Context: an optimization exercise on an open-source flow, tuned for small area, a short achievable clock period and few clock cycles per item. The choices shown serve that exercise and are no tape-out recipe. In this exercise RTL edits were held to simulation tests only and were not proved equivalent to the original. Power figures rest on the tool's default switching activity, not on a simulated workload.

## dtg_wpe
module dtg_wpe (
    input  wire        clk,
    input  wire        rst,           
    input  wire        start,
    input  wire        op,
    input  wire [31:0] freq_hz,
    input  wire [31:0] duty_raw,      
    input  wire [31:0] dt_raw,        
    input  wire [11:0] div16_in,
    input  wire [15:0] top_in,
    output wire        ready,
    output reg         done,
    output reg         err,
    output reg  [11:0] div16,
    output reg  [15:0] top,
    output wire [31:0] cc,
    output wire [15:0] eff_ticks,
    output wire [31:0] achieved_dt_ns,
    output wire [31:0] achieved_freq
);
clock: 10.0 ns
lec_check: 0
cap_margin: 20
core_margin: 2
core_utilization: 40
place_density: 0.6
slew_margin: 20
standard.sh (not shown) runs the stock make flow with config.mk's settings and CLKGATE_MAP_FILE= SYNTH_SCRIPT=/design/flow/synth_recipe.tcl, a recipe that flattens the netlist after the stock synthesis.
==> flow/flow/run.sh <==
#!/bin/bash
set -euo pipefail
cd "$(dirname "$0")/.."
export SETUP_SLACK_MARGIN=5.5
export BUFFER_PORTS_ARGS="-buffer_cell sky130_fd_sc_hd__buf_1"
bash standard.sh > standard.log 2>&1
Testbench counts at the start, summed over its fixed seeds: cycles 52,219, items 2,400.
Rerun with:
==> flow/flow/run.sh (replaced) <==
#!/bin/bash
set -euo pipefail
cd "$(dirname "$0")/.."
export BUFFER_PORTS_ARGS="-buffer_cell sky130_fd_sc_hd__buf_1"
bash standard.sh > standard.log 2>&1
Settings changed: SETUP_SLACK_MARGIN from default to 5.
=>
- total power went down slightly
- via count went down slightly
- synthesized area stays the same

========
dtg_wpe, a different RTL version from the one above (not shown whole).
Size: ~3200 cells after synthesis, about 320 flip-flops, roughly 270 I/O pins, about 27000 um2 of cells after synthesis.
==> flow/config.mk <==
export PLATFORM = sky130hd
export DESIGN_NAME = dtg_wpe
export DESIGN_NICKNAME = dtg_wpe
export VERILOG_FILES = /design/flow/design.v
export SDC_FILE = /design/flow/constraint.sdc
export NUM_CORES = 4
export LEC_CHECK = 0
export CAP_MARGIN = 20
export CORE_MARGIN = 2
export CORE_UTILIZATION = 40
export PLACE_DENSITY = 0.6
export SLEW_MARGIN = 20
==> flow/constraint.sdc <==
create_clock -name core_clock -period 10.0 [get_ports {clk}]
set_input_delay 2.0000 -clock core_clock [delete_from_list [all_inputs] [get_ports {clk}]]
set_output_delay 2.0000 -clock core_clock [all_outputs]
set_load 0.01 [all_outputs]
==> flow/flow/run.sh <==
#!/bin/bash
set -euo pipefail
cd "$(dirname "$0")/.."
export SETUP_SLACK_MARGIN=5.5
export BUFFER_PORTS_ARGS="-buffer_cell sky130_fd_sc_hd__buf_1"
bash standard.sh > standard.log 2>&1
Testbench counts at the start, summed over its fixed seeds: cycles 52,640, items 2,400.
Then changed:
==> flow/flow/run.sh (replaced) <==
#!/bin/bash
set -euo pipefail
cd "$(dirname "$0")/.."
export BUFFER_PORTS_ARGS="-buffer_cell sky130_fd_sc_hd__buf_1"
bash standard.sh > standard.log 2>&1
SETUP_SLACK_MARGIN = 5   (was default)
The new run ran to the end with no violations.
Fmax goes down by 7.6%.
Global-route usage goes down by 0.30 points.
Count of clock-buffer cells in the layout goes down by 2.
Cell area goes down by 2.9%.

========
dtg_wpe, a different RTL version from the one above (not shown whole).
Size in the first run: roughly 3500 cells after synthesis, roughly 320 flip-flops, about 270 I/O pins.
==> flow/config.mk <==
export PLATFORM = sky130hd
export DESIGN_NAME = dtg_wpe
export DESIGN_NICKNAME = dtg_wpe
export VERILOG_FILES = /design/flow/design.v
export SDC_FILE = /design/flow/constraint.sdc
export NUM_CORES = 4
export LEC_CHECK = 0
export ABC_AREA = 1
export CAP_MARGIN = 20
export CORE_MARGIN = 2
export CORE_UTILIZATION = 40
export PLACE_DENSITY = 0.6
export SLEW_MARGIN = 20
==> flow/constraint.sdc <==
create_clock -name core_clock -period 10.0 [get_ports {clk}]
set_input_delay 2.0000 -clock core_clock [delete_from_list [all_inputs] [get_ports {clk}]]
set_output_delay 2.0000 -clock core_clock [all_outputs]
set_load 0.01 [all_outputs]
==> flow/flow/run.sh <==
#!/bin/bash
set -euo pipefail
cd "$(dirname "$0")/.."
export SETUP_SLACK_MARGIN=5.5
export BUFFER_PORTS_ARGS="-buffer_cell sky130_fd_sc_hd__buf_1"
bash standard.sh > standard.log 2>&1
The baseline completed with no timing, DRC or antenna violations.
Testbench counts at the start, summed over its fixed seeds: cycles 51,944, items 2,400.
Then changed:
- ABC_AREA: 1 -> default
=> Synthesized area went up by 1.6%. Non-clock buffer count went down by 1. Routed wire length went up by about 3.5%. Worst hold slack gains 0.014 ns.

==> what the ideal ports hide <==
The flow's constraints put no driver on any port. The routed layouts listed below were extracted and timed again, unchanged, in two steps. Step 1 (the two cells are an assumption about what drives the block):
set clk [get_ports {clk}]
set_driving_cell -lib_cell sky130_fd_sc_hd__clkbuf_16 $clk
set_driving_cell -lib_cell sky130_fd_sc_hd__buf_2 [delete_from_list [all_inputs] $clk]
Step 2 adds t to the input delays and takes it off the output delays; t is the mean of the earliest and latest rising clock arrival at the registers after step 1. Input paths then give back, and output paths get back, about the clock's delay inside the block. Slacks: ideal / step 1 / step 2; pairs: ideal / step 1.
run	shift t [ns]	setup WS [ns]	worst hold slack (ns)	slew at the worst register clock pin (ns)	cell pins on the clock port's net
the first run of note 1	0.627	5.590 / 5.548 / 5.590	0.467 / 0.467 / 0.467	0.07 / 0.07	1
the second run of note 1	0.624	5.109 / 5.109 / 5.109	0.469 / 0.469 / 0.469	0.07 / 0.07	1
the first run of note 2	0.635	5.503 / 5.436 / 5.361	0.499 / 0.499 / 0.499	0.07 / 0.07	1
the second run of note 2	0.635	5.135 / 5.068 / 5.225	0.496 / 0.496 / 0.496	0.07 / 0.07	1
the first run of note 3	0.643	5.063 / 4.996 / 5.273	0.453 / 0.453 / 0.453	0.07 / 0.07	1
the second run of note 3	0.655	5.506 / 5.477 / 5.081	0.467 / 0.467 / 0.467	0.07 / 0.07	1
After both steps every run listed still meets setup and hold. For the second run of note 3, which loses most, drivers alone change the setup slack by -0.029 ns; drivers and shift together by -0.425 ns.
